From an optimization exercise on the open Yosys and OpenROAD flow, aimed at small area and a short achievable clock period; shortcuts taken in it are not production practice.
RTL that was checked went through simulation tests only; none was proved equivalent to the original.
The RTL of runs 7 to 9 was laid out without a check of its function.
In every run shown here, the design's own scripts or RTL, not TritonCTS, make the clock network.
The clock port is modelled as an ideal driver, which makes a skipped or thinned clock tree look cheaper than it is; a real chip needs a root buffer or a tree.
Power figures rest on the tool's default switching activity, not on a simulated workload.

==> design.v <==
module kojisan_scale (
    input  wire        clk,
    input  wire        rst,
    input  wire        in_valid,
    input  wire        in_sel,
    input  wire [15:0] in_raw,
    output reg         out_valid,
    output reg         out_sel,
    output reg  [31:0] out_q
);
    function automatic [31:0] skadd(input [31:0] a, input [31:0] b, input cin);
        reg [31:0] g, p, x;
        integer l, i;
        begin
            x = a ^ b;
            g = a & b;
            p = x;
            g[0] = g[0] | (p[0] & cin);
            for (l = 0; l < 5; l = l + 1)
                for (i = 0; i < 32; i = i + 1)
                    if (((i >> l) & 1) == 1) begin
                        g[i] = g[i] | (p[i] & g[((i >> l) << l) - 1]);
                        p[i] = p[i] & p[((i >> l) << l) - 1];
                    end
            skadd = x ^ {g[30:0], cin};
        end
    endfunction
    function automatic [63:0] bkadd64(input [63:0] a, input [63:0] b, input cin);
        reg [63:0] g, p, x;
        integer l, i;
        begin
            x = a ^ b;
            g = a & b;
            p = x;
            g[0] = g[0] | (p[0] & cin);
            for (l = 0; l < 6; l = l + 1)
                for (i = 0; i < 64; i = i + 1)
                    if ((i % (2 << l)) == (2 << l) - 1) begin
                        g[i] = g[i] | (p[i] & g[i - (1 << l)]);
                        p[i] = p[i] & p[i - (1 << l)];
                    end
            for (l = 4; l >= 0; l = l - 1)
                for (i = 0; i < 64; i = i + 1)
                    if (i >= (3 << l) - 1 && (i % (2 << l)) == (1 << l) - 1) begin
                        g[i] = g[i] | (p[i] & g[i - (1 << l)]);
                        p[i] = p[i] & p[i - (1 << l)];
                    end
            bkadd64 = x ^ {g[62:0], cin};
        end
    endfunction
    reg [15:0] r1; reg s1, v1;
    reg [18:0] a2; reg s2, v2;
    reg [23:0] n3; reg s3, v3;
    wire [31:0] rr  = {16'd0, r1};
    wire [31:0] a   = skadd(rr << 3, ~rr, 1'b1);
    wire [18:0] am  = s1 ? {1'b0, r1, 2'b00} : a[18:0];
    wire [23:0] n   = {1'b0, a2, 4'b0000} + {2'b00, a2, 3'b000} + {5'b00000, a2};
    wire [63:0] w   = bkadd64({23'd0, 1'b0, n3, 8'h01, n3[23:16]},
                              {23'd0, s3 ? 9'h000 : 9'h1D3, 8'h00, n3}, 1'b0);
    always @(posedge clk) begin
        if (rst) begin v1 <= 1'b0; v2 <= 1'b0; v3 <= 1'b0; out_valid <= 1'b0; end
        else begin v1 <= in_valid; v2 <= v1; v3 <= v2; out_valid <= v3; end
        r1 <= in_raw; s1 <= in_sel;
        a2 <= am;        s2 <= s1;
        n3 <= n;         s3 <= s2;
        out_q <= w[40:9]; out_sel <= s3;
    end
endmodule
==> flow/run.sh <==
#!/bin/bash
set -euo pipefail
export BUFFER_PORTS_ARGS="-buffer_cell sky130_fd_sc_hd__buf_1"
export SETUP_SLACK_MARGIN=7.35
export SKIP_CTS_REPAIR_TIMING=1
bash standard.sh cts > standard_to_cts.log 2>&1
openroad -no_init -exit flow/clktree.tcl > clktree.log 2>&1
bash standard.sh finish > standard_finish.log 2>&1
==> flow/clktree.tcl <==
# Replace the clock tree that CTS built with four clock buffers fed straight
# from the clock port, each driving one quarter of the flip-flops (split by
# position), then legalize. Reads and rewrites the 4_cts.odb of the standard flow.
set platform $::env(FLOW_HOME)/platforms/$::env(FLOW_PLATFORM)
set results orfs/results/$::env(FLOW_PLATFORM)/kojisan_scale/base
read_lef $platform/lef/sky130_fd_sc_hd.tlef
read_lef $platform/lef/sky130_fd_sc_hd_merged.lef
read_liberty $platform/lib/sky130_fd_sc_hd__tt_025C_1v80.lib
read_db $results/4_cts.odb
read_sdc $results/4_cts.sdc
proc rebuild_clock_tree {ngroup bufmaster} {
  set block [ord::get_db_block]
  set db [ord::get_db]
  set clkport [$block findBTerm clk]
  set clknet [$clkport getNet]
  # every cell on the clock tree below the port (buffers, inverters, dummy loads)
  set sinks {}
  set treecells {}
  set front [list $clknet]
  set seen [dict create]
  while {[llength $front]} {
    set net [lindex $front 0]; set front [lrange $front 1 end]
    foreach it [$net getITerms] {
      if {![$it isInputSignal] && [$it getIoType] ne "INPUT"} continue
      set inst [$it getInst]
      set m [$inst getMaster]
      if {[$m isSequential]} { lappend sinks $it; continue }
      if {[dict exists $seen [$inst getName]]} continue
      dict set seen [$inst getName] 1
      lappend treecells $inst
      foreach o [$inst getITerms] {
        if {[$o isOutputSignal] && [$o getNet] ne "NULL"} { lappend front [$o getNet] }
      }
    }
  }
  puts "clock tree: [llength $treecells] cells, [llength $sinks] sinks"
  # delete the old tree
  foreach inst $treecells {
    foreach o [$inst getITerms] {
      if {[$o isOutputSignal] && [$o getNet] ne "NULL"} {
        set n [$o getNet]
        foreach it [$n getITerms] { $it disconnect }
        odb::dbNet_destroy $n
      }
    }
    foreach it [$inst getITerms] { if {[$it getNet] ne "NULL"} { $it disconnect } }
    odb::dbInst_destroy $inst
  }
  # cluster sinks: split by x into two halves, then each by y (ngroup = 4), or by x only
  set pts {}
  foreach it $sinks {
    set inst [$it getInst]
    set bb [$inst getBBox]
    lappend pts [list [expr {([$bb xMin] + [$bb xMax]) / 2}] [expr {([$bb yMin] + [$bb yMax]) / 2}] $it]
  }
  set groups [list $pts]
  set axis 0
  while {[llength $groups] < $ngroup} {
    set next {}
    foreach g $groups {
      set s [lsort -integer -index $axis $g]
      set h [expr {[llength $s] / 2}]
      lappend next [lrange $s 0 [expr {$h - 1}]] [lrange $s $h end]
    }
    set groups $next
    set axis [expr {1 - $axis}]
  }
  set master [$db findMaster $bufmaster]
  set k 0
  foreach g $groups {
    set sx 0; set sy 0
    foreach p $g { incr sx [lindex $p 0]; incr sy [lindex $p 1] }
    set cx [expr {$sx / [llength $g]}]; set cy [expr {$sy / [llength $g]}]
    set inst [odb::dbInst_create $block $master clkbuf_flat_$k]
    $inst setLocation $cx $cy
    $inst setPlacementStatus PLACED
    set net [odb::dbNet_create $block clknet_flat_$k]
    $net setSigType CLOCK
    [$inst findITerm A] connect $clknet
    [$inst findITerm X] connect $net
    foreach p $g { [lindex $p 2] connect $net }
    puts "group $k: [llength $g] sinks at ($cx, $cy)"
    incr k
  }
}
rebuild_clock_tree 4 sky130_fd_sc_hd__clkbuf_16
detailed_placement
check_placement -verbose
source $platform/setRC.tcl
estimate_parasitics -placement
set_propagated_clock [all_clocks]
report_clock_skew
report_worst_slack -max
report_worst_slack -min
write_db $results/4_cts.odb
==> standard.sh <==
#!/bin/bash
# synth_recipe.tcl (not shown) runs the flow's synth.tcl, then flattens the netlist and writes it again
# the make line also repeats each setting of config.mk as NAME=value (left out here)
make -C /OpenROAD-flow-scripts/flow DESIGN_CONFIG=/design/flow/config.mk WORK_HOME=/design/flow/orfs CLKGATE_MAP_FILE= SYNTH_SCRIPT=/design/flow/synth_recipe.tcl "${@:-finish}"
==> config.mk <==
export PLATFORM = sky130hd
export DESIGN_NAME = kojisan_scale
export DESIGN_NICKNAME = kojisan_scale
export VERILOG_FILES = /design/flow/design.v
export SDC_FILE = /design/flow/constraint.sdc
export NUM_CORES = 4
export LEC_CHECK = 0
export CAP_MARGIN = 20
export CORE_MARGIN = 2
export CORE_UTILIZATION = 60
export SLEW_MARGIN = 20
==> constraint.sdc <==
create_clock -name core_clock -period 10.0 [get_ports {clk}]
set_input_delay 2.0000 -clock core_clock [delete_from_list [all_inputs] [get_ports {clk}]]
set_output_delay 2.0000 -clock core_clock [all_outputs]
set_load 0.01 [all_outputs]
==> results.json, run 1 <==
{
  "status": "complete, no violations",
  "ys_warn_count": 1,
  "criticalPathCategory": "reg2out",
  "placed_cell_area_um2": 5250,
  "clock_latency_ns": 0.16,
  "finalHoldViolations": 0,
  "netlist_area_um2": 4930,
  "synth_edf_count": 0,
  "fmax_mhz": 380,
  "route.detailed.drc": 0,
  "drt_iter0_drc": 131,
  "path_depth": 1,
  "path_cells": "buf_1",
  "synth_cell_type_count": 54,
  "cp_slowest_stage_delay_ns": 0.33,
  "ir_worst_vdd_uv": 117,
  "antenna_cells": 0,
  "dp_slack_ns": 7.28,
  "pin_count": 54,
  "synthFlopType": "dfxtp_1",
  "ys_seq_area_share_pct": 40.2,
  "core_area_um2": 8090,
  "clock_sink_count": 99,
  "layout.nets": 623,
  "fin_area_um2": 5510,
  "drive_gt1_share_pct": 14.7,
  "ys_ff_latch": 99,
  "cp_max_fo": 1,
  "detailroute.via_count": 3316,
  "port_buffers": 53,
  "worstMarginPinSlew_ns": 0.971,
  "avgRoutedWirePerCell_um": 13.4,
  "rsz0062_at_grt": "true",
  "slew_violations": 0,
  "critPathArrivalTime_ns": 0.63,
  "end_kind": "output pin",
  "fp.dieH_um": 94.7,
  "rows": 33,
  "synthArstFlopShare_pct": 0,
  "grt_overflow_total": 0,
  "min_period_ns": 2.63,
  "avgSynthCellArea_um2": 10.7,
  "grt_pass1_wl_mm": 13.8,
  "grtUsageTotal_pct": 19.3,
  "path_buf_inv": 1,
  "cpLargestDelayFamily": "flip-flops",
  "path_clk_slew_ns": 0.09,
  "r2r_cells": 8,
  "synth_cells": 462,
  "die_area_um2": 8970,
  "initial_core_util_pct": 61.0,
  "finClkSkew_ns": 0.00707,
  "relSlewSlack_pct": 35.2,
  "antenna_found_initial": 0,
  "drv_cap": 0,
  "drt_wl_total_mm": 8.30,
  "vias_per_cell": 5.34,
  "syn_to_final_growth_pct": 11.6,
  "drt_first_pass_iters": 4,
  "finalPower_mw": 1.53,
  "min_path_type": "reg2reg",
  "grt_pass1_vias": 3195,
  "route.antenna.remaining_nets": 0,
  "finalSetupTns_ns": 0,
  "hold_depth": 0,
  "crit_required_ns": 8.00,
  "finalCritPeriodShare_pct": 26.3,
  "grt_max_degree": 34,
  "gp_congestion": 0.866,
  "leakage_nw": 2.54,
  "setup_slack_ns": 7.37,
  "powerDensity_nw_per_um2": 277,
  "dpl.hpwl_mm": 6.60,
  "synth_fp_nets": 567,
  "setup_viol": 0,
  "die_w_um": 94.7,
  "crit_slowest_cell": "dfxtp_1",
  "cp-start-kind": "flop"
}
[cells in the final DEF, fill, tap and decap left out, types with 2 or more instances in the layout]
cell type	n
a31oi_1	2
dfxtp_2	17
o211ai_1	5
nand3_1	6
or3_1	3
o21a_1	6
nor3_1	6
nor2_1	20
and3_1	2
ha_4	4
a21oi_1	23
clkbuf_16	4
fa_1	24
a21boi_0	3
buf_1	28
a21o_1	16
o21ai_1	2
mux2_2	3
xnor2_1	17
nand2b_1	2
nand4_1	5
a41oi_2	2
nand2_1	24
clkbuf_2	25
a21oi_2	4
inv_1	40
o21bai_1	3
and4_1	2
a31o_2	2
xor2_1	23
nor4_1	2
o31ai_1	3
nor2b_1	7
ha_1	55
dfxtp_1	81
o21ai_0	20
[flip-flops by register name (all words and copies together) (netlist names)]
signal / flops
a2: 19
n3: 24
out_q: 32
out_sel: 1
out_valid: 1
r1: 16
s1: 1
s2: 1
s3: 1
v1: 1
v2: 1
v3: 1
[logic make-up (layout without fill, tap and decap cells)]
kind of cell | count (synthesis) | in the layout | share of synthesized area, %
AOI/OAI and AO/OA | 105 | 105 | 14.3
DFF | 99 | 99 | 40.2
and+or+nand+nor | 86 | 86 | 8.93
adders and majority gates | 85 | 85 | 25.4
buffers and inverters | 43 | 97 | 3.27
xor gates and xnor gates | 40 | 40 | 7.10
muxes | 4 | 4 | 0.887
[Yosys cell counts, types with 5 or more instances]
| master | count | area share, % |
|---|---|---|
| a21o_1 | 16 | 2.4 |
| a21oi_1 | 26 | 2.6 |
| dfxtp_1 | 99 | 40 |
| fa_1 | 25 | 10 |
| ha_1 | 60 | 15 |
| inv_1 | 40 | 3.0 |
| nand2_1 | 24 | 1.8 |
| nand3_1 | 6 | 0.61 |
| nand4_1 | 5 | 0.63 |
| nor2_1 | 20 | 1.5 |
| nor2b_1 | 7 | 0.89 |
| nor3_1 | 6 | 0.61 |
| o211ai_1 | 5 | 0.76 |
| o21a_1 | 6 | 0.91 |
| o21ai_0 | 22 | 2.2 |
| xnor2_1 | 17 | 3.0 |
| xor2_1 | 23 | 4.1 |
[metrics by stage]
step | hold WS (ns) | utilization, % | cells
global route | 0.357 | 68.1 | 621
detailed placement | 0.321 | 64.9 | 617
finish | 0.340 | 68.1 | 621
global placement | 0.339 | 64.9 | 617
CTS | 0.346 | 67.2 | 633
floorplan | 0.310 | - | 462
[path summary, 6_finish.rpt]
check | start | endpoint | slack [ns]
setup / recovery | out_q[9] | out_q[9] | 7.37
hold / removal | s2 | s3 | 0.34
hold reg to reg | s2 | s3 | 0.34
setup reg to reg | a2[1] | n3[21] | 7.43
[layer usage]
| metal | track usage, % | routed length, um |
|---|---|---|
| met4 | 6.28 | 113 |
| met2 | 35.5 | 4170 |
| met3 | 2.47 | 259 |
| met5 | 0 | 0 |
| met1 | 23.3 | 3760 |
[power breakdown]
part,switching (mW),internal [mW]
registers,0.0914,0.534
clock network,0.0934,0.0733
logic,0.395,0.341
[final cells by class]
type                            count  area, um^2
Inverter                           40         150
Fill cell                         654        2580
Sequential cell                    99        2010
Buffer                              4         100
Multi-Input combinational cell    320        2890
Tap cell                          105         131
Timing Repair Buffer               53         230
==> run 2: changes to the inputs <==
==> flow/run.sh (replaced) <==
#!/bin/bash
set -euo pipefail
export BUFFER_PORTS_ARGS="-buffer_cell sky130_fd_sc_hd__buf_1"
export SETUP_SLACK_MARGIN=7.3
export SKIP_CTS_REPAIR_TIMING=1
bash standard.sh cts > standard_to_cts.log 2>&1
openroad -no_init -exit flow/clktree.tcl > clktree.log 2>&1
bash standard.sh finish > standard_finish.log 2>&1
--- a/config.mk
+++ b/config.mk
@@ -7,5 +7,5 @@
 export LEC_CHECK = 0
 export CAP_MARGIN = 20
 export CORE_MARGIN = 2
-export CORE_UTILIZATION = 60
+export CORE_UTILIZATION = 40
 export SLEW_MARGIN = 20
==> results.json, run 2 <==
{
  "drt_wl_total_mm": 8.84,
  "rr_endpoint": "n3[21]",
  "dp_slack_ns": 7.26,
  "die_area_um2": 13200,
  "synthArstFlopShare_pct": 0,
  "ir_worst_vdd_uv": 87.6,
  "synth_cells": 462,
  "synth_mux_area_share_pct": 0.887,
  "fmax_mhz": 379,
  "vias_per_cell": 4.94,
  "antenna_cells": 0,
  "synthTopCellsByArea": "dfxtp_1 40%, ha_1 15%, fa_1 10%, xor2_1 4.1%, inv_1 3.0%",
  "top_regs": "out_q: 32 flops, n3: 24 flops, a2: 19 flops",
  "initial_core_util_pct": 41.1,
  "rrSetupSlack_ns": 7.40,
  "avgSynthCellArea_um2": 10.7,
  "fp.dieH_um": 115,
  "synth_simple_gate_area_share_pct": 8.92,
  "criticalPathCategory": "reg2out",
  "layout.nets": 624,
  "path_depth": 1,
  "min_period_ns": 2.64,
  "grt_max_degree": 34,
  "clkPwrFrac_pct": 11.1,
  "netlist_area_um2": 4930,
  "route.detailed.drc": 0,
  "dr_wl_met2_mm": 4.30,
  "clock_latency_ns": 0.16,
  "dpl.hpwl_mm": 7.28,
  "relSlewSlack_pct": 38.9,
  "clock_sink_count": 99,
  "core_area_um2": 12000,
  "synth_top_family_by_area": "adder cells",
  "hold_depth": 0,
  "utilization_pct": 45.7,
  "r2r_cells": 8,
  "finalCritPeriodShare_pct": 26.4,
  "setup_viol": 0,
  "synth_fp_nets": 567,
  "route.antenna.remaining_nets": 0,
  "setup_slack_ns": 7.36,
  "rows": 40,
  "status": "complete, no violations",
  "cp_slowest_stage_delay_ns": 0.33,
  "end_kind": "output pin",
  "drive_gt1_share_pct": 8.90,
  "largest_reg_flops": 32,
  "mostFrequentLayoutCells": "84 x dfxtp_1, 58 x ha_1, 53 x buf_1",
  "ys_warn_count": 1,
  "slew_violations": 0,
  "synth_area_leader_cell": "dfxtp_1",
  "final_common_cell": "dfxtp_1",
  "path_buf_inv": 1,
  "ys_seq_area_share_pct": 40.2,
  "synthXorXnorAreaFrac_pct": 7.10,
  "grtUsageTotal_pct": 14.2,
  "synth_top_area_share_pct": 40.2,
  "met3_length_um": 327,
  "rsz0062_at_grt": "true",
  "cp-startpoint": "out_q[3]",
  "finClkSkew_ns": 0.00843,
  "drt_first_pass_iters": 4,
  "gp_congestion": 0.854,
  "die_w_um": 115,
  "critPathArrivalTime_ns": 0.64,
  "leakage_nw": 2.47,
  "drv_cap": 0,
  "grt_pass1_vias": 3320,
  "path_clk_slew_ns": 0.09,
  "p_seq_share_pct": 41.6,
  "antenna_found_initial": 0,
  "synthAdderAreaFrac_pct": 25.4,
  "yosys.cell_count.top_type": "dfxtp_1",
  "finalHoldViolations": 0,
  "pin_count": 54,
  "synth_cell_type_count": 54,
  "path_cells": "buf_1",
  "synth_edf_count": 0,
  "ys_ff_latch": 99,
  "ff_latch_area_um2": 2000,
  "worstMarginPinSlew_ns": 0.915,
  "crit_slowest_cell": "dfxtp_1",
  "r2r-start": "a2[11]",
  "min_path_type": "reg2reg",
  "powerDensity_nw_per_um2": 273,
  "port_buffers": 53,
  "filler_cell_count": 1164,
  "finalSetupTns_ns": 0,
  "combPwrFrac_pct": 47.3,
  "grt_pass1_wl_mm": 15.2,
  "crit_required_ns": 8.00,
  "multi_input_area_um2": 2840,
  "detailroute.via_count": 3280,
  "cp_max_fo": 1,
  "synth_compound_area_share_pct": 14.3,
  "synthTopCellsByCount": "99 x dfxtp_1, 60 x ha_1, 40 x inv_1",
  "grt_overflow_total": 0,
  "swShare_pct": 38.5,
  "syn_to_final_growth_pct": 11.2,
  "synthFlopType": "dfxtp_1",
  "drt_iter0_drc": 87,
  "largest-register": "out_q",
  "top_layer_used": "met4",
  "avgRoutedWirePerCell_um": 13.3,
  "crit_end": "out_q[3]",
  "p_switching_mw": 0.577,
  "intPower_mw": 0.920,
  "cp-start-kind": "flop",
  "met1Wirelength_mm": 4.09,
  "cpLargestDelayFamily": "flip-flops"
}
[run 2: cell counts after synthesis]
No cell type changed its count.
[run 2: metrics by stage]
step | instance area (um^2) | power, mW | hold slack, ns | cells
final | 5490 | 1.50 | 0.360 | 664
after global routing | 5490 | 1.65 | 0.365 | 664
after CTS | 5620 | 1.69 | 0.355 | 673
after detailed placement | 5310 | 1.32 | 0.349 | 659
after global placement | 5310 | 1.31 | 0.355 | 659
after floorplan | 4930 | 1.13 | 0.310 | 462
[run 2: area by class of cell]
cell class / count / share of cell area [%]
plain buffers: 4 / 1.82
inverters: 40 / 2.74
well taps: 147 / 3.35
repair buffers: 54 / 3.76
flip-flops and latches: 99 / 36.5
multi-input cells: 320 / 51.8
[run 2: routing by layer]
layer,track usage [%],vias to the layer above
met2,25.7,72
met1,17.5,1486
met4,4.10,0
li1,-,1714
met3,2.42,8
met5,0,-
[run 2: cell families (layout without fill, tap and decap cells)]
family / after synthesis / count (layout)
adders and majority gates: 85 / 85
xor gates and xnor gates: 40 / 40
muxes: 4 / 4
and+or+nand+nor: 86 / 86
AOI/OAI and AO/OA: 105 / 105
buffers and inverters: 43 / 98
DFF: 99 / 99
[run 2: how the worst min path moves through the flow]
stage,endpoint,slack [ns],from
finish,s3,0.36,s2
detailed placement,s3,0.35,s2
global route,s3,0.36,s2
global placement,s3,0.36,s2
CTS,s3,0.36,s2
floorplan,s3,0.31,s2
[run 2: power groups by stage]
stage	Clock, mW	Combinational [mW]	Sequential, mW
floorplan	0	0.483	0.643
detailed placement	0	0.689	0.634
global placement	0	0.680	0.632
CTS	0.374	0.693	0.626
finish	0.167	0.707	0.623
global route	0.193	0.812	0.641
==> run 3: changes to the inputs <==
--- a/config.mk
+++ b/config.mk
@@ -8,4 +8,5 @@
 export CAP_MARGIN = 20
 export CORE_MARGIN = 2
 export CORE_UTILIZATION = 40
+export GPL_TIMING_DRIVEN = 0
 export SLEW_MARGIN = 20
==> results.json, run 3 <==
{
  "largest-register": "out_q",
  "synth_cell_type_count": 54,
  "swShare_pct": 38.0,
  "mostFrequentLayoutCells": "81 x dfxtp_1, 58 x ha_1, 53 x buf_1",
  "p_seq_share_pct": 41.4,
  "met1Wirelength_mm": 4.04,
  "core_area_um2": 12000,
  "hp-start": "s2",
  "filler_cell_count": 1152,
  "grt_pass1_vias": 3175,
  "finalSetupTns_ns": 0,
  "clock_latency_ns": 0.15,
  "dpl.hpwl_mm": 7.04,
  "finClkSkew_ns": 0.00633,
  "synthArstFlopShare_pct": 0,
  "grt_pass1_wl_mm": 14.2,
  "finalHoldViolations": 0,
  "yosys.cell_count.top_type": "dfxtp_1",
  "vias_per_cell": 4.87,
  "fmax_mhz": 380,
  "finalCritPeriodShare_pct": 26.3,
  "gp_congestion": 0.878,
  "combPwrFrac_pct": 47.6,
  "drt_first_pass_iters": 4,
  "rrSetupSlack_ns": 7.39,
  "clkPwrFrac_pct": 11.0,
  "status": "complete, no violations",
  "critPathArrivalTime_ns": 0.63,
  "die_area_um2": 13200,
  "top_regs": "out_q: 32 flops, n3: 24 flops, a2: 19 flops",
  "path_clk_slew_ns": 0.09,
  "synth_fp_nets": 567,
  "drt_iter0_drc": 82,
  "path_buf_inv": 1,
  "initial_core_util_pct": 41.1,
  "largest_reg_flops": 32,
  "leakage_nw": 2.47,
  "netlist_area_um2": 4930,
  "fp.dieH_um": 115,
  "min_period_ns": 2.63,
  "avgRoutedWirePerCell_um": 12.9,
  "drt_wl_total_mm": 8.63,
  "p_switching_mw": 0.569,
  "finalPower_mw": 1.50,
  "drive_gt1_share_pct": 9.81,
  "route.detailed.drc": 0,
  "cp-startpoint": "out_valid",
  "criticalPathCategory": "reg2out",
  "fin_area_um2": 5540,
  "ys_ff_latch": 99,
  "cp_slowest_stage_delay_ns": 0.33,
  "grtUsageTotal_pct": 13.5,
  "slew_violations": 0,
  "end_kind": "output pin",
  "synth_top_area_share_pct": 40.2,
  "route.antenna.remaining_nets": 0,
  "min_path_type": "reg2reg",
  "avgSynthCellArea_um2": 10.7,
  "synth_area_leader_cell": "dfxtp_1",
  "die_w_um": 115,
  "synthTopCellsByArea": "dfxtp_1 40%, ha_1 15%, fa_1 10%, xor2_1 4.1%, inv_1 3.0%",
  "intPower_mw": 0.928,
  "met3_length_um": 324,
  "stdcell_count": 667,
  "synth_edf_count": 0,
  "path_depth": 1,
  "clock_sink_count": 99,
  "pin_count": 54,
  "ir_worst_vdd_uv": 110,
  "cpLargestDelayFamily": "flip-flops",
  "powerDensity_nw_per_um2": 270,
  "dr_wl_met2_mm": 4.17,
  "drv_cap": 0,
  "grt_overflow_total": 0,
  "hold_depth": 0,
  "syn_to_final_growth_pct": 12.2,
  "synthFlopType": "dfxtp_1",
  "dpl.cell_count": 662,
  "grt_max_degree": 26,
  "setup_viol": 0,
  "cp_max_fo": 1,
  "worstMarginPinSlew_ns": 0.444,
  "antenna_found_initial": 0,
  "cp-start-kind": "flop",
  "final_common_cell": "dfxtp_1",
  "ys_seq_area_share_pct": 40.2,
  "r2r-start": "a2[11]",
  "layout.nets": 627,
  "relSlewSlack_pct": 70.4,
  "crit_required_ns": 8.00,
  "detailroute.via_count": 3245,
  "r2r_cells": 8,
  "rsz0062_at_grt": "true",
  "antenna_cells": 0,
  "path_cells": "buf_1",
  "synthTopCellsByCount": "99 x dfxtp_1, 60 x ha_1, 40 x inv_1",
  "placed_cell_area_um2": 5320,
  "top_layer_used": "met4",
  "ys_warn_count": 1,
  "port_buffers": 53,
  "synth_cells": 462,
  "rows": 40,
  "crit_slowest_cell": "dfxtp_1"
}
## run 3: cell counts after synthesis
No cell type changed its count.
## run 3: stage by stage
stage	util [%]	hold WS, ns	worst slack, ns
final	46.1	0.372	7.37
after global routing	46.1	0.386	7.27
after CTS	46.6	0.362	7.12
after detailed placement	44.3	0.358	7.14
after global placement	44.3	0.359	7.11
after floorplan	-	0.310	7.51
## run 3: area by class of cell
type	instances	area [um^2]	share of cell area [%]
inverters	40	150	2.71
multi-input cells	320	2870	51.8
flip-flops and latches	99	2010	36.4
plain buffers	7	111	2.01
repair buffers	54	206	3.73
well taps	147	184	3.32
## run 3: power by group through the flow
stage,Sequential (mW),Clock (mW),Combinational [mW]
after floorplan,0.643,0,0.483
after global placement,0.626,0,0.667
after detailed placement,0.629,0,0.680
after CTS,0.620,0.326,0.685
after global routing,0.636,0.188,0.811
final,0.620,0.164,0.712
## run 3: cells by family after synthesis
group                    synth area share, %
AND/OR/NAND/NOR                         8.93
buffers and inverters                   3.27
adder cells (fa/ha/maj)                 25.4
XOR/XNOR                                7.10
AO/OA/AOI/OAI                           14.3
multiplexers                           0.887
flip-flops                              40.2
## run 3: layer usage
layer | global-route usage (%) | up-vias
met3 | 3.43 | 8
met2 | 23.7 | 55
li1 | - | 1719
met1 | 16.7 | 1463
met5 | 0 | -
met4 | 3.05 | 0
## run 3: worst reg2reg max path: cells and delay by family (launching register included)
family / cells / cell delay [ns]
simple gates: 3 / 0.69
fa+ha+maj: 2 / 0.85
flops: 1 / 0.36
compound gates: 3 / 0.64
## run 3: path summary, 6_finish.rpt
check / to
max: out_valid
min: s3
max reg2reg: n3[21]
min reg2reg: s3
==> run 4: changes to the inputs <==
--- a/config.mk
+++ b/config.mk
@@ -8,5 +8,5 @@
 export CAP_MARGIN = 20
 export CORE_MARGIN = 2
 export CORE_UTILIZATION = 40
-export GPL_TIMING_DRIVEN = 0
+export PLACE_DENSITY = 0.75
 export SLEW_MARGIN = 20
==> results.json, run 4 <==
{
  "status": "complete, no violations",
  "ys_seq_area_share_pct": 40.2,
  "top_regs": "out_q: 32 flops, n3: 24 flops, a2: 19 flops",
  "ys_ff_latch": 99,
  "dpl.hpwl_mm": 7.34,
  "dr_wl_met2_mm": 4.48,
  "grt_pass1_wl_mm": 15.1,
  "met1Wirelength_mm": 4.08,
  "ys_warn_count": 1,
  "setup_viol": 0,
  "synthTopCellsByCount": "99 x dfxtp_1, 60 x ha_1, 40 x inv_1",
  "end_kind": "flop",
  "min_period_ns": 2.65,
  "antenna_cells": 0,
  "final_common_cell": "dfxtp_1",
  "cp-start-kind": "flop",
  "crit_required_ns": 10.09,
  "combPwrFrac_pct": 47.4,
  "yosys.cell_count.top_type": "dfxtp_1",
  "relSlewSlack_pct": 38.9,
  "clock_sink_count": 99,
  "drive_gt1_share_pct": 9.48,
  "synthFlopType": "dfxtp_1",
  "clkPwrFrac_pct": 11.2,
  "grt_overflow_total": 0,
  "route.detailed.drc": 0,
  "mostFrequentLayoutCells": "82 x dfxtp_1, 57 x ha_1, 53 x buf_1",
  "port_buffers": 53,
  "multi_input_area_um2": 2860,
  "synth_fp_nets": 567,
  "leakage_nw": 2.47,
  "drt_wl_total_mm": 9.12,
  "detailroute.via_count": 3372,
  "avgSynthCellArea_um2": 10.7,
  "finClkSkew_ns": 0.00994,
  "finalCritPeriodShare_pct": 26.5,
  "die_w_um": 115,
  "synthArstFlopShare_pct": 0,
  "ff_latch_area_um2": 2000,
  "syn_to_final_growth_pct": 11.5,
  "placed_cell_area_um2": 5310,
  "met3_length_um": 441,
  "fp.dieH_um": 115,
  "vias_per_cell": 5.08,
  "setup_slack_ns": 7.35,
  "rsz0062_at_grt": "true",
  "synth_cells": 462,
  "slew_violations": 0,
  "rows": 40,
  "synth_top_area_share_pct": 40.2,
  "antenna_found_initial": 0,
  "initial_core_util_pct": 41.1,
  "dp_slack_ns": 7.24,
  "top_layer_used": "met4",
  "stdcell_count": 664,
  "worstMarginPinSlew_ns": 0.915,
  "core_area_um2": 12000,
  "finalHoldViolations": 0,
  "largest_reg_flops": 32,
  "drv_cap": 0,
  "fmax_mhz": 377,
  "cp_max_fo": 5,
  "fin_area_um2": 5500,
  "pin_count": 54,
  "synth_edf_count": 0,
  "die_area_um2": 13200,
  "gp_congestion": 0.918,
  "intPower_mw": 0.927,
  "dpl.cell_count": 659,
  "synthTopCellsByArea": "dfxtp_1 40%, ha_1 15%, fa_1 10%, xor2_1 4.1%, inv_1 3.0%",
  "finalSetupTns_ns": 0,
  "avgRoutedWirePerCell_um": 13.7,
  "clock_latency_ns": 0.16,
  "largest-register": "out_q",
  "grt_pass1_vias": 3395,
  "critPathArrivalTime_ns": 2.75,
  "path_clk_slew_ns": 0.09,
  "p_seq_share_pct": 41.4,
  "min_path_type": "reg2reg",
  "layout.nets": 624,
  "powerDensity_nw_per_um2": 275,
  "grt_max_degree": 34,
  "filler_cell_count": 1147,
  "ir_worst_vdd_uv": 90.1,
  "drt_first_pass_iters": 4,
  "finalPower_mw": 1.51,
  "p_switching_mw": 0.583,
  "netlist_area_um2": 4930,
  "criticalPathCategory": "reg2reg",
  "synth_cell_type_count": 54,
  "utilization_pct": 45.8,
  "route.antenna.remaining_nets": 0,
  "finalHoldWorstSlack_ns": 0.378,
  "swShare_pct": 38.6,
  "drt_iter0_drc": 107,
  "grtUsageTotal_pct": 14.3,
  "synth_area_leader_cell": "dfxtp_1"
}
run 4: final cells by class:
type / instances / area share, %
buffer: 4 / 1.82
tap: 147 / 3.34
inverter: 40 / 2.73
multi-input combinational: 320 / 51.9
timing repair buffer: 54 / 3.75
sequential: 99 / 36.4
run 4: kinds of logic after synthesis:
logic type	after synthesis	synth area share (%)
buffers and inverters	43	3.27
DFF	99	40.2
AOI/OAI and AO/OA	105	14.3
and+or+nand+nor	86	8.93
xor gates and xnor gates	40	7.10
muxes	4	0.887
adders and majority gates	85	25.4
run 4: critical path: stages, from the launching register on:
cell and delay [ns]:
dfxtp_2 0.36, fa_1 0.50, ha_1 0.40, and3_4 0.19
a221o_1 0.32, a31oi_2 0.20, a21oi_2 0.11, or4_1 0.41
nand4_1 0.09
run 4: path summary, 6_finish.rpt:
kind	start	to	slack (ns)	depth (start not counted)
hold / removal	s2	s3	0.38	0
hold reg to reg	s2	s3	0.38	0
setup reg to reg	a2[10]	n3[21]	7.35	8
setup / recovery	a2[10]	n3[21]	7.35	8
run 4: routing by layer:
metal	vias up	track usage, %
li1	1727	-
met1	1566	16.8
met2	71	25.7
met3	8	3.95
met4	0	3.69
met5	-	0
run 4: power by group through the flow:
stage	registers, mW	clock network [mW]	logic, mW
after CTS	0.625	0.365	0.690
final	0.625	0.168	0.717
after global routing	0.641	0.187	0.816
after detailed placement	0.634	0	0.686
after global placement	0.629	0	0.672
after floorplan	0.643	0	0.483
==> run 5: changes to the inputs <==
--- a/config.mk
+++ b/config.mk
@@ -7,6 +7,5 @@
 export LEC_CHECK = 0
 export CAP_MARGIN = 20
 export CORE_MARGIN = 2
-export CORE_UTILIZATION = 40
-export PLACE_DENSITY = 0.75
+export CORE_UTILIZATION = 50
 export SLEW_MARGIN = 20
==> results.json, run 5 <==
{
  "status": "complete, no violations",
  "top_regs": "out_q: 32 flops, n3: 24 flops, a2: 19 flops",
  "pin_count": 54,
  "synth_cell_type_count": 54,
  "layout.nets": 624,
  "crit_required_ns": 10.09,
  "initial_core_util_pct": 51.0,
  "detailroute.via_count": 3310,
  "drt_wl_total_mm": 8.34,
  "syn_to_final_growth_pct": 10.1,
  "synthTopCellsByCount": "99 x dfxtp_1, 60 x ha_1, 40 x inv_1",
  "drt_iter0_drc": 88,
  "critPathArrivalTime_ns": 2.80,
  "synth_area_leader_cell": "dfxtp_1",
  "synth_fp_nets": 567,
  "rows": 36,
  "relSlewSlack_pct": 34.1,
  "holdPathEnd": "s3",
  "clock_sink_count": 99,
  "finalSetupTns_ns": 0,
  "largest_reg_flops": 32,
  "synth_top_family_by_area": "adder cells",
  "synth_cells": 462,
  "synthAdderAreaFrac_pct": 25.4,
  "fin_area_um2": 5430,
  "synthFlopType": "dfxtp_1",
  "ys_seq_area_share_pct": 40.2,
  "grt_pass1_wl_mm": 14.5,
  "finalHoldViolations": 0,
  "grtUsageTotal_pct": 17.3,
  "min_period_ns": 2.71,
  "yosys.cell_count.top_type": "dfxtp_1",
  "slew_violations": 0,
  "route.antenna.remaining_nets": 0,
  "setup_viol": 0,
  "fmax_mhz": 368,
  "grt_overflow_total": 0,
  "leakage_nw": 2.47,
  "rrSetupSlack_ns": 7.29,
  "ys_ff_latch": 99,
  "avgRoutedWirePerCell_um": 12.8,
  "netlist_area_um2": 4930,
  "clock_latency_ns": 0.16,
  "synthArstFlopShare_pct": 0,
  "grt_max_degree": 34,
  "synth_compound_area_share_pct": 14.3,
  "path_clk_slew_ns": 0.09,
  "drive_gt1_share_pct": 6.00,
  "cp-start-kind": "flop",
  "rr_endpoint": "n3[21]",
  "finalHoldWorstSlack_ns": 0.336,
  "synth_simple_gate_area_share_pct": 8.92,
  "cp_max_fo": 5,
  "synthTopCellsByArea": "dfxtp_1 40%, ha_1 15%, fa_1 10%, xor2_1 4.1%, inv_1 3.0%",
  "criticalPathCategory": "reg2reg",
  "die_area_um2": 10700,
  "synthXorXnorAreaFrac_pct": 7.10,
  "synth_edf_count": 0,
  "core_area_um2": 9680,
  "drt_first_pass_iters": 4,
  "largest-register": "out_q",
  "worstMarginPinSlew_ns": 0.988,
  "die_w_um": 103,
  "placed_cell_area_um2": 5290,
  "synth_top_area_share_pct": 40.2,
  "vias_per_cell": 5.09,
  "route.detailed.drc": 0,
  "drv_cap": 0,
  "dpl.hpwl_mm": 6.92,
  "ir_worst_vdd_uv": 109,
  "setup_slack_ns": 7.29,
  "min_path_type": "reg2reg",
  "mostFrequentLayoutCells": "92 x dfxtp_1, 60 x ha_1, 53 x buf_1",
  "gp_congestion": 0.827,
  "hold_depth": 0,
  "hp-start": "s2",
  "antenna_cells": 0,
  "synth_mux_area_share_pct": 0.887,
  "end_kind": "flop",
  "final_common_cell": "dfxtp_1",
  "finalCritPeriodShare_pct": 27.1,
  "r2r-start": "a2[13]",
  "port_buffers": 53,
  "r2r_cells": 8,
  "fp.dieH_um": 103,
  "powerDensity_nw_per_um2": 272,
  "antenna_found_initial": 0,
  "dp_slack_ns": 7.24,
  "ys_warn_count": 1,
  "grt_pass1_vias": 3250,
  "rsz0062_at_grt": "true",
  "avgSynthCellArea_um2": 10.7,
  "finClkSkew_ns": 0.00527
}
-- run 5: cell counts after synthesis --
No cell type changed its count.
-- run 5: final cells by class --
| type | count | area, um^2 |
|---|---|---|
| Fill cell | 856 | 4250 |
| Inverter | 40 | 150 |
| Timing Repair Buffer | 54 | 206 |
| Tap cell | 133 | 166 |
| Sequential cell | 99 | 1990 |
| Buffer | 4 | 100 |
| Multi-Input combinational cell | 320 | 2820 |
-- run 5: cell families after synthesis --
family	Yosys count
AO/OA/AOI/OAI	105
XOR/XNOR	40
AND/OR/NAND/NOR	86
flip-flops	99
adder cells (fa/ha/maj)	85
multiplexers	4
buffers and inverters	43
-- run 5: how the worst max path moves through the flow --
stage / slack, ns / startpoint / to
final: 7.29 / a2[13] / n3[21]
after global routing: 7.17 / a2[3] / n3[21]
after CTS: 7.13 / out_sel / out_sel
after detailed placement: 7.24 / a2[5] / n3[21]
after global placement: 7.32 / a2[5] / n3[21]
after floorplan: 7.51 / a2[10] / n3[21]
-- run 5: metrics by stage --
stage	total power, mW	instances	util, %
final	1.48	650	56.1
after CTS	1.57	661	56.7
after global routing	1.63	650	56.1
after detailed placement	1.31	645	54.6
after global placement	1.29	645	54.6
after floorplan	1.13	462	-
-- run 5: critical path: stages, from the launching register on --
cell	delay (ns)
dfxtp_1	0.43
fa_1	0.45
ha_1	0.39
and3_4	0.22
a221o_1	0.32
a31oi_2	0.20
a21oi_2	0.11
or4_1	0.41
nand4_1	0.12
-- run 5: routing by layer --
layer	vias to the layer above	track usage [%]	wire [um]
li1	1715	-	-
met1	1535	21.0	3810
met2	50	30.5	4150
met3	10	4.03	255
met4	0	4.86	133
met5	-	0	0
-- run 5: power by group --
part | total (mW) | leakage (nW) | switching, mW | internal [mW]
Combinational | 0.695 | 1.59 | 0.383 | 0.312
Clock | 0.165 | 0.0493 | 0.0914 | 0.0732
Sequential | 0.620 | 0.834 | 0.0881 | 0.532
==> run 6: changes to the inputs <==
--- a/config.mk
+++ b/config.mk
@@ -7,5 +7,5 @@
 export LEC_CHECK = 0
 export CAP_MARGIN = 20
 export CORE_MARGIN = 2
-export CORE_UTILIZATION = 50
+export CORE_UTILIZATION = 60
 export SLEW_MARGIN = 20
==> results.json, run 6 <==
{
  "status": "complete, no violations",
  "criticalPathCategory": "reg2out",
  "clock_latency_ns": 0.16,
  "grt_pass1_wl_mm": 13.8,
  "avgSynthCellArea_um2": 10.7,
  "leakage_nw": 2.47,
  "rsz0062_at_grt": "false",
  "slew_violations": 0,
  "ys_seq_area_share_pct": 40.2,
  "ys_warn_count": 1,
  "finalSetupTns_ns": 0,
  "ir_worst_vdd_uv": 117,
  "final_common_cell": "dfxtp_1",
  "drt_first_pass_iters": 4,
  "end_kind": "output pin",
  "drive_gt1_share_pct": 9.11,
  "drt_iter0_drc": 134,
  "grt_overflow_total": 0,
  "finalHoldWorstSlack_ns": 0.342,
  "drt_wl_total_mm": 8.31,
  "swShare_pct": 38.3,
  "relSlewSlack_pct": 34.8,
  "ys_ff_latch": 99,
  "avgRoutedWirePerCell_um": 13.4,
  "netlist_area_um2": 4930,
  "clock_sink_count": 99,
  "cp_slowest_stage_delay_ns": 0.33,
  "synth_cell_type_count": 54,
  "grt_pass1_vias": 3195,
  "die_area_um2": 8970,
  "fmax_mhz": 381,
  "intPower_mw": 0.933,
  "clkPwrFrac_pct": 11.0,
  "antenna_cells": 0,
  "synthTopCellsByCount": "99 x dfxtp_1, 60 x ha_1, 40 x inv_1",
  "crit_required_ns": 8.00,
  "rows": 33,
  "p_switching_mw": 0.579,
  "grtUsageTotal_pct": 19.3,
  "top_regs": "out_q: 32 flops, n3: 24 flops, a2: 19 flops",
  "initial_core_util_pct": 61.0,
  "grt_max_degree": 34,
  "p_seq_share_pct": 41.3,
  "route.detailed.drc": 0,
  "combPwrFrac_pct": 47.8,
  "worstMarginPinSlew_ns": 0.977,
  "synth_fp_nets": 567,
  "vias_per_cell": 5.36,
  "fp.dieH_um": 94.7,
  "port_buffers": 53,
  "cpLargestDelayFamily": "flip-flops",
  "crit_slowest_cell": "dfxtp_1",
  "min_period_ns": 2.63,
  "detailroute.via_count": 3327,
  "setup_viol": 0,
  "synthFlopType": "dfxtp_1",
  "cp-start-kind": "flop",
  "synth_area_leader_cell": "dfxtp_1",
  "syn_to_final_growth_pct": 10.8,
  "core_area_um2": 8090,
  "synth_cells": 462,
  "finClkSkew_ns": 0.00662,
  "path_buf_inv": 1,
  "die_w_um": 94.7,
  "powerDensity_nw_per_um2": 276,
  "synthArstFlopShare_pct": 0,
  "cp_max_fo": 1,
  "min_path_type": "reg2reg",
  "finalHoldViolations": 0,
  "path_clk_slew_ns": 0.09,
  "mostFrequentLayoutCells": "83 x dfxtp_1, 56 x ha_1, 53 x buf_1",
  "largest-register": "out_q",
  "synth_edf_count": 0,
  "yosys.cell_count.top_type": "dfxtp_1",
  "finalCritPeriodShare_pct": 26.3,
  "route.antenna.remaining_nets": 0,
  "pin_count": 54,
  "synth_top_area_share_pct": 40.2,
  "gp_congestion": 0.866,
  "dpl.hpwl_mm": 6.60,
  "antenna_found_initial": 0,
  "synthTopCellsByArea": "dfxtp_1 40%, ha_1 15%, fa_1 10%, xor2_1 4.1%, inv_1 3.0%",
  "path_cells": "buf_1",
  "critPathArrivalTime_ns": 0.63,
  "layout.nets": 623,
  "largest_reg_flops": 32,
  "drv_cap": 0
}
run 6: final cells by class:
class / instances / area, um^2
timing repair buffer: 53 / 199
sequential: 99 / 2000
tap: 105 / 131
fill: 654 / 2620
buffer: 4 / 100
multi-input combinational: 320 / 2880
inverter: 40 / 150
run 6: cells by family after synthesis:
group / share of synthesized area [%]
flip-flops: 40.2
XOR/XNOR: 7.10
adder cells (fa/ha/maj): 25.4
buffers and inverters: 3.27
AO/OA/AOI/OAI: 14.3
multiplexers: 0.887
AND/OR/NAND/NOR: 8.93
run 6: worst paths after layout:
kind / from / end / slack (ns) / depth (start not counted)
hold / removal: s2 / s3 / 0.34 / 0
setup / recovery: out_q[9] / out_q[9] / 7.37 / 1
hold reg to reg: s2 / s3 / 0.34 / 0
setup reg to reg: a2[9] / n3[21] / 7.42 / 8
run 6: per-layer routing:
metal  track usage (%)  vias to the layer above  wire [um]
met2              35.5                       67       4170
met5                 0                        -          0
met4              6.28                        0        123
met1              23.3                     1526       3750
met3              2.47                       15        266
li1                  -                     1719          -
run 6: power by group through the flow:
stage | Sequential [mW] | Clock, mW | Combinational, mW
floorplan | 0.643 | 0 | 0.483
global placement | 0.628 | 0 | 0.664
detailed placement | 0.631 | 0 | 0.679
CTS | 0.621 | 0.248 | 0.683
global route | 0.641 | 0.187 | 0.818
finish | 0.624 | 0.166 | 0.722
run 6: metrics by stage:
step	area, um^2	util, %	total power, mW	std cells	setup WS, ns
after CTS	5440	67.2	1.55	633	7.13
after floorplan	4930	-	1.13	462	7.51
after detailed placement	5250	64.9	1.31	617	7.28
final	5470	67.6	1.51	621	7.37
after global routing	5470	67.6	1.65	621	7.29
after global placement	5250	64.9	1.29	617	7.32
==> run 7: changes to the inputs <==
--- a/design.v
+++ b/design.v
@@ -54,7 +54,12 @@
     wire [31:0] rr  = {16'd0, r1};
     wire [31:0] a   = skadd(rr << 3, ~rr, 1'b1);
     wire [18:0] am  = s1 ? {1'b0, r1, 2'b00} : a[18:0];
-    wire [23:0] n   = {1'b0, a2, 4'b0000} + {2'b00, a2, 3'b000} + {5'b00000, a2};
+    wire [31:0] t1  = {9'd0, a2, 4'b0000};
+    wire [31:0] t2  = {10'd0, a2, 3'b000};
+    wire [31:0] t3  = {13'd0, a2};
+    wire [31:0] cs  = t1 ^ t2 ^ t3;
+    wire [31:0] cc  = ((t1 & t2) | (t1 & t3) | (t2 & t3)) << 1;
+    wire [31:0] n   = cs + cc;
     wire [63:0] w   = bkadd64({23'd0, 1'b0, n3, 8'h01, n3[23:16]},
                               {23'd0, s3 ? 9'h000 : 9'h1D3, 8'h00, n3}, 1'b0);
     always @(posedge clk) begin
@@ -62,7 +67,7 @@
         else begin v1 <= in_valid; v2 <= v1; v3 <= v2; out_valid <= v3; end
         r1 <= in_raw; s1 <= in_sel;
         a2 <= am;        s2 <= s1;
-        n3 <= n;         s3 <= s2;
+        n3 <= n[23:0];   s3 <= s2;
         out_q <= w[40:9]; out_sel <= s3;
     end
 endmodule
--- a/config.mk
+++ b/config.mk
@@ -7,5 +7,5 @@
 export LEC_CHECK = 0
 export CAP_MARGIN = 20
 export CORE_MARGIN = 2
-export CORE_UTILIZATION = 60
+export CORE_UTILIZATION = 40
 export SLEW_MARGIN = 20
==> results.json, run 7 <==
{
  "drt_wl_total_mm": 9.13,
  "synthTopCellsByCount": "99 x dfxtp_1, 60 x ha_1, 37 x inv_1",
  "route.antenna.remaining_nets": 0,
  "synth_cells": 494,
  "netlist_area_um2": 5100,
  "finalCritPeriodShare_pct": 27.1,
  "die_w_um": 117,
  "path_clk_slew_ns": 0.09,
  "ir_worst_vdd_uv": 100,
  "finalPower_mw": 1.52,
  "gp_congestion": 0.881,
  "vias_per_cell": 4.90,
  "synth_cell_type_count": 57,
  "die_area_um2": 13700,
  "fmax_mhz": 369,
  "swShare_pct": 38.9,
  "dpl.hpwl_mm": 7.37,
  "ff_latch_area_um2": 2000,
  "finClkSkew_ns": 0.00795,
  "cp_max_fo": 3,
  "status": "complete, no violations",
  "antenna_cells": 0,
  "combPwrFrac_pct": 48.4,
  "mostFrequentLayoutCells": "86 x dfxtp_1, 58 x ha_1, 53 x buf_1",
  "critPathArrivalTime_ns": 2.77,
  "min_period_ns": 2.71,
  "core_area_um2": 12500,
  "min_path_type": "reg2reg",
  "p_seq_share_pct": 40.5,
  "cp-start-kind": "flop",
  "synth_fp_nets": 599,
  "utilization_pct": 45.6,
  "leakage_nw": 2.53,
  "top_regs": "out_q: 32 flops, n3: 24 flops, a2: 19 flops",
  "antenna_found_initial": 0,
  "filler_cell_count": 1199,
  "finalSetupTns_ns": 0,
  "ys_warn_count": 1,
  "drt_iter0_drc": 134,
  "largest_reg_flops": 32,
  "synth_top_area_share_pct": 38.9,
  "fp.dieH_um": 117,
  "end_kind": "flop",
  "syn_to_final_growth_pct": 11.9,
  "synth_area_leader_cell": "dfxtp_1",
  "ys_ff_latch": 99,
  "grt_max_degree": 37,
  "fin_area_um2": 5700,
  "rows": 41,
  "relSlewSlack_pct": 68.6,
  "slew_violations": 0,
  "ys_seq_area_share_pct": 38.9,
  "avgRoutedWirePerCell_um": 12.6,
  "pin_count": 54,
  "drv_cap": 0,
  "detailroute.via_count": 3537,
  "port_buffers": 53,
  "synthTopCellsByArea": "dfxtp_1 39%, ha_1 15%, fa_1 9.8%, xnor2_1 3.1%, xor2_1 3.1%",
  "finalHoldViolations": 0,
  "largest-register": "out_q",
  "setup_viol": 0,
  "drt_first_pass_iters": 4,
  "grt_overflow_total": 0,
  "clkPwrFrac_pct": 11.1,
  "grt_pass1_wl_mm": 15.4,
  "crit_required_ns": 10.05,
  "intPower_mw": 0.930,
  "criticalPathCategory": "reg2reg",
  "final_common_cell": "dfxtp_1",
  "rsz0062_at_grt": "true",
  "p_switching_mw": 0.593,
  "finalHoldWorstSlack_ns": 0.339,
  "multi_input_area_um2": 3020,
  "grt_pass1_vias": 3427,
  "synth_edf_count": 0,
  "initial_core_util_pct": 40.7,
  "placed_cell_area_um2": 5500,
  "layout.nets": 657,
  "drive_gt1_share_pct": 8.18,
  "grtUsageTotal_pct": 14.1,
  "avgSynthCellArea_um2": 10.3,
  "powerDensity_nw_per_um2": 267,
  "clock_latency_ns": 0.16,
  "clock_sink_count": 99,
  "synthArstFlopShare_pct": 0,
  "yosys.cell_count.top_type": "dfxtp_1",
  "route.detailed.drc": 0,
  "synthFlopType": "dfxtp_1",
  "worstMarginPinSlew_ns": 0.467
}
[run 7: metrics by stage]
| step | cells | worst slack [ns] |
|---|---|---|
| after detailed placement | 716 | 7.12 |
| final | 722 | 7.29 |
| after floorplan | 494 | 7.31 |
| after global routing | 722 | 7.16 |
| after global placement | 716 | 7.14 |
| after CTS | 732 | 7.10 |
[run 7: power groups by stage]
| stage | Combinational, mW | Clock [mW] | Sequential, mW |
|---|---|---|---|
| after floorplan | 0.505 | 0 | 0.641 |
| after global placement | 0.700 | 0 | 0.623 |
| after detailed placement | 0.712 | 0 | 0.627 |
| after CTS | 0.717 | 0.380 | 0.618 |
| after global routing | 0.850 | 0.189 | 0.635 |
| final | 0.737 | 0.169 | 0.618 |
[run 7: path summary, 6_finish.rpt]
check / endpoint / from / slack (ns) / depth (start not counted)
hold / removal: s3 / s2 / 0.34 / 0
setup / recovery: n3[22] / a2[0] / 7.29 / 9
setup reg to reg: n3[22] / a2[0] / 7.29 / 9
hold reg to reg: s3 / s2 / 0.34 / 0
[run 7: worst max-delay path: stages (launching register included)]
cell      delay (ns)
dfxtp_2         0.35
fa_1            0.48
ha_2            0.23
fa_2            0.42
a211oi_4        0.28
o21ai_2         0.10
o211a_1         0.16
o41a_1          0.36
mux2i_1         0.16
nand3_1         0.07
[run 7: logic make-up (layout without fill, tap and decap cells)]
family | Yosys count | after routing | share of synthesized area [%]
AO/OA/AOI/OAI | 108 | 108 | 14.2
multiplexers | 6 | 6 | 1.23
adder cells (fa/ha/maj) | 85 | 85 | 24.6
XOR/XNOR | 36 | 36 | 6.19
flip-flops | 99 | 99 | 38.9
buffers and inverters | 41 | 97 | 3.02
AND/OR/NAND/NOR | 119 | 119 | 11.9
[run 7: metal layers]
layer  global-route usage [%]  share of wire [%]  vias to the layer above  wire length [um]
met2                     24.9                 49                       83              4430
met3                     2.27                3.5                        9               318
met5                        0                  0                        -                 0
li1                         -                  -                     1841                 -
met4                     4.24                1.3                        0               119
met1                     17.7                 47                     1604              4260
[run 7: area by class of cell]
class	instances	share of cell area (%)
multi-input cells	354	53.0
flip-flops and latches	99	35.1
repair buffers	56	3.88
well taps	172	3.77
inverters	37	2.50
plain buffers	4	1.76
==> run 8: changes to the inputs <==
--- a/design.v
+++ b/design.v
@@ -59,7 +59,7 @@
     wire [31:0] t3  = {13'd0, a2};
     wire [31:0] cs  = t1 ^ t2 ^ t3;
     wire [31:0] cc  = ((t1 & t2) | (t1 & t3) | (t2 & t3)) << 1;
-    wire [31:0] n   = cs + cc;
+    wire [31:0] n   = skadd(cs, cc, 1'b0);
     wire [63:0] w   = bkadd64({23'd0, 1'b0, n3, 8'h01, n3[23:16]},
                               {23'd0, s3 ? 9'h000 : 9'h1D3, 8'h00, n3}, 1'b0);
     always @(posedge clk) begin
==> flow/run.sh (replaced) <==
#!/bin/bash
set -euo pipefail
export BUFFER_PORTS_ARGS="-buffer_cell sky130_fd_sc_hd__buf_1"
export SETUP_SLACK_MARGIN=7.35
bash standard.sh cts > standard_to_cts.log 2>&1
openroad -no_init -exit flow/clktree.tcl > clktree.log 2>&1
bash standard.sh finish > standard_finish.log 2>&1
--- a/config.mk
+++ b/config.mk
@@ -8,4 +8,7 @@
 export CAP_MARGIN = 20
 export CORE_MARGIN = 2
 export CORE_UTILIZATION = 40
+export CTS_BUF_LIST = sky130_fd_sc_hd__clkbuf_8
+export CTS_CLUSTER_DIAMETER = 100
+export CTS_CLUSTER_SIZE = 40
 export SLEW_MARGIN = 20
==> results.json, run 8 <==
{
  "holdPathEnd": "s3",
  "setup_viol": 0,
  "drive_gt1_share_pct": 20.2,
  "detailroute.via_count": 3224,
  "finClkSkew_ns": 0.00742,
  "criticalPathCategory": "reg2reg",
  "clock_latency_ns": 0.16,
  "synth_area_leader_cell": "dfxtp_1",
  "die_w_um": 115,
  "synth_top_area_share_pct": 40.5,
  "largest-register": "out_q",
  "hold_depth": 0,
  "port_buffers": 53,
  "relSlewSlack_pct": 62.6,
  "powerDensity_nw_per_um2": 266,
  "gr-usage-met1_pct": 15.9,
  "ys_ff_latch": 99,
  "final_common_cell": "dfxtp_1",
  "route.antenna.remaining_nets": 0,
  "crit_required_ns": 10.05,
  "path_clk_slew_ns": 0.09,
  "min_path_type": "reg2reg",
  "min_period_ns": 2.81,
  "end_kind": "flop",
  "cp-startpoint": "a2[1]",
  "path_cells": "fa_1 > ha_2 > fa_2 > a211oi_4 > nor3_2 > o2111ai_2 > a31oi_4 > o221a_2 > or3_1",
  "finalHoldViolations": 0,
  "rrSetupSlack_ns": 7.19,
  "drv_cap": 0,
  "layout.nets": 620,
  "stdcell_count": 658,
  "cp_max_fo": 3,
  "drt_first_pass_iters": 6,
  "drt_wl_total_mm": 8.50,
  "ys_warn_count": 1,
  "grt_max_degree": 38,
  "synthTopCellsByCount": "99 x dfxtp_1, 59 x ha_1, 46 x inv_1",
  "rr_endpoint": "n3[23]",
  "busiest_layer": "met2",
  "fp.dieH_um": 115,
  "yosys.cell_count.top_type": "dfxtp_1",
  "fmax_mhz": 356,
  "initial_core_util_pct": 40.9,
  "syn_to_final_growth_pct": 16.5,
  "r2r_cells": 9,
  "status": "complete, no violations",
  "slew_violations": 0,
  "grtUsageMet2_pct": 24.9,
  "vias_per_cell": 4.90,
  "hp-start": "s2",
  "dpl.hpwl_mm": 6.78,
  "pin_count": 54,
  "critPathArrivalTime_ns": 2.86,
  "finalSetupTns_ns": 0,
  "avgSynthCellArea_um2": 11.0,
  "synthFlopType": "dfxtp_1",
  "grt_overflow_total": 0,
  "die_area_um2": 13100,
  "synth_edf_count": 0,
  "crit_slowest_cell": "fa_1",
  "cp_slowest_stage_delay_ns": 0.45,
  "synth_cell_type_count": 61,
  "ir_worst_vdd_uv": 98.0,
  "largest_reg_flops": 32,
  "ys_seq_area_share_pct": 40.5,
  "netlist_area_um2": 4900,
  "mostFrequentLayoutCells": "83 x dfxtp_1, 56 x ha_1, 46 x inv_1",
  "grtUsageTotal_pct": 13.5,
  "synth_fp_nets": 553,
  "cp-start-kind": "flop",
  "antenna_found_initial": 0,
  "rows": 40,
  "use_met3_pct": 2.54,
  "synthTopCellsByArea": "dfxtp_1 40%, ha_1 15%, fa_1 11%, inv_1 3.5%, xor2_1 3.4%",
  "core_area_um2": 12000,
  "worstMarginPinSlew_ns": 0.555,
  "drt_iter0_drc": 76,
  "route.detailed.drc": 0,
  "leakage_nw": 2.56,
  "synthArstFlopShare_pct": 0,
  "r2r-start": "a2[1]",
  "clock_sink_count": 99,
  "avgRoutedWirePerCell_um": 12.9,
  "gp_congestion": 0.865,
  "dpl.cell_count": 643,
  "rsz0062_at_grt": "true",
  "top_regs": "out_q: 32 flops, n3: 24 flops, a2: 19 flops",
  "finalCritPeriodShare_pct": 28.1,
  "synth_cells": 446,
  "grt_pass1_wl_mm": 14.3,
  "filler_cell_count": 1134,
  "grt_pass1_vias": 3215,
  "antenna_cells": 0
}
run 8: changes by cell type in the layout (fill, tap and decap cells not counted), moves of 7 or more:
cell,before,now
buf_4,3,10
inv_1,36,46
buf_2,0,34
buf_1,53,19
nor2_1,28,21
a21oi_1,26,12
o21ai_0,26,12
run 8: timing repair:
item	CTS	global route
buffers inserted	5	6
endpoints found under the setup margin	43	23
pin swaps	7	9
hold buffers	0	0
resized for setup	49	33
run 8: layer usage:
layer	vias up	routed length (um)
li1	1662	-
met1	1484	3880
met2	66	4140
met3	12	332
met4	0	151
met5	-	0
run 8: layout make-up:
class                      instances  area (um^2)  share of cell area [%]
inverter                          46          173                    3.03
tap                              147          184                    3.22
sequential                        99         2010                    35.2
timing repair buffer              65          339                    5.94
buffer                             4          100                    1.75
multi-input combinational        297         2900                    50.8
run 8: critical path, delay by kind of cell (launching register included):
family          cells  cell delay, ns
fa+ha+maj           3            1.01
compound gates      4            0.89
simple gates        2            0.43
flops               1            0.37
run 8: cells by family (layout without fill, tap and decap cells):
group	after synthesis	in the layout	synth area share (%)
flip-flops	99	99	40.5
buffers and inverters	50	115	3.83
adder cells (fa/ha/maj)	87	87	26.5
AND/OR/NAND/NOR	91	91	9.48
XOR/XNOR	35	35	6.26
multiplexers	4	4	0.843
AO/OA/AOI/OAI	80	80	12.6
run 8: worst max path at each step:
stage,cells past startpoint,endpoint,slack [ns]
floorplan,9,n3[23],7.26
global placement,9,n3[23],7.16
detailed placement,9,n3[23],7.13
CTS,1,out_q[27],7.13
global route,9,n3[23],7.09
finish,9,n3[23],7.19
run 8: report_power, final:
part           switching [mW]  total, mW  internal [mW]
Combinational           0.398      0.736          0.338
Clock                  0.0961      0.170         0.0734
Sequential             0.0790      0.611          0.532
run 8: per-stage QoR:
stage	total power [mW]	cell area, um^2	utilization [%]	hold WS [ns]	setup slack, ns
floorplan	1.08	4920	-	0.310	7.26
global placement	1.25	5300	44.3	0.316	7.16
detailed placement	1.27	5300	44.3	0.318	7.13
CTS	1.54	5590	46.7	0.347	7.13
global route	1.65	5700	47.7	0.345	7.09
finish	1.52	5700	47.7	0.337	7.19
==> run 9: changes to the inputs <==
--- a/design.v
+++ b/design.v
@@ -48,6 +48,29 @@
             bkadd64 = x ^ {g[62:0], cin};
         end
     endfunction
+    function automatic [31:0] bkadd(input [31:0] a, input [31:0] b, input cin);
+        reg [31:0] g, p, x;
+        integer l, i;
+        begin
+            x = a ^ b;
+            g = a & b;
+            p = x;
+            g[0] = g[0] | (p[0] & cin);
+            for (l = 0; l < 5; l = l + 1)
+                for (i = 0; i < 32; i = i + 1)
+                    if ((i % (2 << l)) == (2 << l) - 1) begin
+                        g[i] = g[i] | (p[i] & g[i - (1 << l)]);
+                        p[i] = p[i] & p[i - (1 << l)];
+                    end
+            for (l = 3; l >= 0; l = l - 1)
+                for (i = 0; i < 32; i = i + 1)
+                    if (i >= (3 << l) - 1 && (i % (2 << l)) == (1 << l) - 1) begin
+                        g[i] = g[i] | (p[i] & g[i - (1 << l)]);
+                        p[i] = p[i] & p[i - (1 << l)];
+                    end
+            bkadd = x ^ {g[30:0], cin};
+        end
+    endfunction
     reg [15:0] r1; reg s1, v1;
     reg [18:0] a2; reg s2, v2;
     reg [23:0] n3; reg s3, v3;
@@ -59,7 +82,7 @@
     wire [31:0] t3  = {13'd0, a2};
     wire [31:0] cs  = t1 ^ t2 ^ t3;
     wire [31:0] cc  = ((t1 & t2) | (t1 & t3) | (t2 & t3)) << 1;
-    wire [31:0] n   = skadd(cs, cc, 1'b0);
+    wire [31:0] n   = bkadd(cs, cc, 1'b0);
     wire [63:0] w   = bkadd64({23'd0, 1'b0, n3, 8'h01, n3[23:16]},
                               {23'd0, s3 ? 9'h000 : 9'h1D3, 8'h00, n3}, 1'b0);
     always @(posedge clk) begin
==> results.json, run 9 <==
{
  "largest-register": "out_q",
  "placed_cell_area_um2": 5320,
  "synthTopCellsByCount": "99 x dfxtp_1, 60 x ha_1, 54 x inv_1",
  "die_w_um": 115,
  "initial_core_util_pct": 40.9,
  "rows": 40,
  "p_switching_mw": 0.530,
  "grt_pass1_vias": 3116,
  "die_area_um2": 13100,
  "synthArstFlopShare_pct": 0,
  "top_regs": "out_q: 32 flops, n3: 24 flops, a2: 19 flops",
  "finClkSkew_ns": 0.00759,
  "grtUsageTotal_pct": 13.2,
  "swShare_pct": 36.4,
  "route.detailed.drc": 0,
  "synth_cells": 433,
  "pin_count": 54,
  "route.antenna.remaining_nets": 0,
  "clock_sink_count": 99,
  "dpl.cell_count": 631,
  "criticalPathCategory": "reg2reg",
  "rrSetupSlack_ns": 7.15,
  "synth_area_leader_cell": "dfxtp_1",
  "finalHoldWorstSlack_ns": 0.338,
  "combPwrFrac_pct": 46.6,
  "mostFrequentLayoutCells": "89 x dfxtp_1, 57 x ha_1, 54 x inv_1",
  "critPathArrivalTime_ns": 2.90,
  "synth_fp_nets": 546,
  "cp-start-kind": "flop",
  "slew_violations": 0,
  "ys_ff_latch": 99,
  "ys_warn_count": 1,
  "relSlewSlack_pct": 74.4,
  "crit_end": "n3[23]",
  "finalSetupTns_ns": 0,
  "synth_top_area_share_pct": 40.5,
  "grt_overflow_total": 0,
  "grt_pass1_wl_mm": 13.8,
  "p_seq_share_pct": 41.9,
  "port_buffers": 53,
  "antenna_cells": 0,
  "powerDensity_nw_per_um2": 260,
  "final_common_cell": "dfxtp_1",
  "finalHoldViolations": 0,
  "drv_cap": 0,
  "r2r_cells": 10,
  "min_path_type": "reg2reg",
  "rr_endpoint": "n3[23]",
  "fmax_mhz": 351,
  "crit_required_ns": 10.05,
  "fin_area_um2": 5600,
  "filler_cell_count": 1090,
  "ir_worst_vdd_uv": 94.2,
  "r2r-start": "a2[13]",
  "ys_seq_area_share_pct": 40.5,
  "cp_max_fo": 4,
  "avgRoutedWirePerCell_um": 12.2,
  "clkPwrFrac_pct": 11.5,
  "gp_congestion": 0.879,
  "worstMarginPinSlew_ns": 0.382,
  "syn_to_final_growth_pct": 14.4,
  "ctsHoldBuffers": 0,
  "dp_slack_ns": 7.11,
  "synthFlopType": "dfxtp_1",
  "grt_max_degree": 32,
  "cp-startpoint": "a2[13]",
  "vias_per_cell": 4.71,
  "synth_edf_count": 0,
  "setup_viol": 0,
  "detailroute.via_count": 3031,
  "synth_cell_type_count": 54,
  "netlist_area_um2": 4900,
  "avgSynthCellArea_um2": 11.3,
  "drt_first_pass_iters": 4,
  "end_kind": "flop",
  "leakage_nw": 2.62,
  "yosys.cell_count.top_type": "dfxtp_1",
  "drive_gt1_share_pct": 18.7,
  "min_period_ns": 2.85,
  "fp.dieH_um": 115,
  "drt_wl_total_mm": 7.88,
  "drt_iter0_drc": 79,
  "layout.nets": 612,
  "core_area_um2": 12000,
  "antenna_found_initial": 0,
  "synthTopCellsByArea": "dfxtp_1 40%, ha_1 15%, fa_1 13%, inv_1 4.1%, xnor2_1 2.9%",
  "rsz0062_at_grt": "true",
  "clock_latency_ns": 0.16,
  "finalCritPeriodShare_pct": 28.5,
  "largest_reg_flops": 32,
  "path_clk_slew_ns": 0.09,
  "setup_slack_ns": 7.15,
  "status": "complete, no violations",
  "dpl.hpwl_mm": 6.52,
  "intPower_mw": 0.927,
  "stdcell_count": 644
}
-- run 9: changes by cell type after synthesis, sizes merged, moves of 5 or more --
cell	change
fa	+5
nor2	-8
a21oi	-5
inv	+8
-- run 9: power by group through the flow --
stage	logic, mW	clock network, mW	registers, mW
after floorplan	0.424	0	0.641
after global placement	0.615	0	0.620
after detailed placement	0.623	0	0.624
after CTS	0.682	0.262	0.613
after global routing	0.785	0.188	0.625
final	0.679	0.168	0.611
-- run 9: cell type report --
| type | instances | area [um^2] | share of cell area (%) |
|---|---|---|---|
| Multi-Input combinational cell | 277 | 2790 | 49.8 |
| Sequential cell | 99 | 2000 | 35.8 |
| Timing Repair Buffer | 63 | 323 | 5.76 |
| Inverter | 54 | 203 | 3.62 |
| Tap cell | 147 | 184 | 3.28 |
| Buffer | 4 | 100 | 1.79 |
-- run 9: worst min-delay path by stage --
stage	from	to	cells past startpoint	slack [ns]
2_1_floorplan	s2	s3	0	0.31
3_3_place_gp	s2	s3	0	0.31
3_5_place_dp	s2	s3	0	0.32
4_1_cts	s2	s3	0	0.34
5_1_grt	s2	s3	0	0.36
6_report	s2	s3	0	0.34
-- run 9: logic make-up (layout without fill, tap and decap cells) --
kind of cell / count (synthesis) / count (layout) / synth area share (%)
flip-flops: 99 / 99 / 40.5
adder cells (fa/ha/maj): 93 / 93 / 28.8
AND/OR/NAND/NOR: 81 / 81 / 8.64
AO/OA/AOI/OAI: 67 / 67 / 10.9
buffers and inverters: 57 / 121 / 4.45
XOR/XNOR: 32 / 32 / 5.72
multiplexers: 4 / 4 / 0.945
-- run 9: metal layers --
layer / GRT usage (%) / part of all wire [%] / vias up
met5: 0 / 0 / -
met4: 3.58 / 1.8 / 0
met3: 3.71 / 4.3 / 8
met2: 23.0 / 48 / 52
met1: 16.1 / 46 / 1395
li1: - / - / 1576
-- run 9: timing repair --
| item | CTS | global route |
|---|---|---|
| buffers inserted | 8 | 1 |
| gates resized for setup | 49 | 7 |
| endpoints found under the hold margin | 0 | 0 |
| setup endpoints to repair | 49 | 18 |
| pin swaps | 15 | 7 |
-- run 9: per-stage QoR --
step	utilization, %	power, mW
3_3_place_gp	44.4	1.24
2_1_floorplan	-	1.06
5_1_grt	46.8	1.60
4_1_cts	47.4	1.56
6_report	46.8	1.46
3_5_place_dp	44.4	1.25
-- run 9: worst max-delay path, cell delays in order, from the launching register on --
cell     delay (ns)
dfxtp_4        0.37
fa_1           0.57
ha_4           0.22
a21o_1         0.17
a21o_1         0.15
a221o_1        0.32
a41oi_2        0.23
nor3_2         0.09
o221a_2        0.26
ha_4           0.16
or2_4          0.21

-- afterwards: timing with drivers on the ports --
How much do the figures lean on ideal ports? The routed layouts below were timed once more, with nothing changed but the port constraints. Step 1 assumes that a clkbuf_16 drives the clock port and a buf_2 every other input. Step 2 times the ports against the registers' clock, not the clock port: input delays grow and output delays shrink by t, the midpoint of the rising clock arrivals with the driver on. Three values: ideal ports, drivers, drivers and shift; two values: the first two.
run	t (ns)	setup WS [ns]
run 1	0.232	7.371 / 7.292 / 7.426
run 2	0.238	7.363 / 7.278 / 7.403
run 3	0.235	7.371 / 7.287 / 7.387
run 4	0.238	7.346 / 7.275 / 7.346
run 5	0.233	7.286 / 7.284 / 7.286
run 6	0.231	7.374 / 7.295 / 7.421
run 7	0.235	7.288 / 7.276 / 7.288
run 8	0.233	7.187 / 7.187 / 7.187
run 9	0.237	7.154 / 7.154 / 7.154
After both steps every run listed still meets setup and hold.
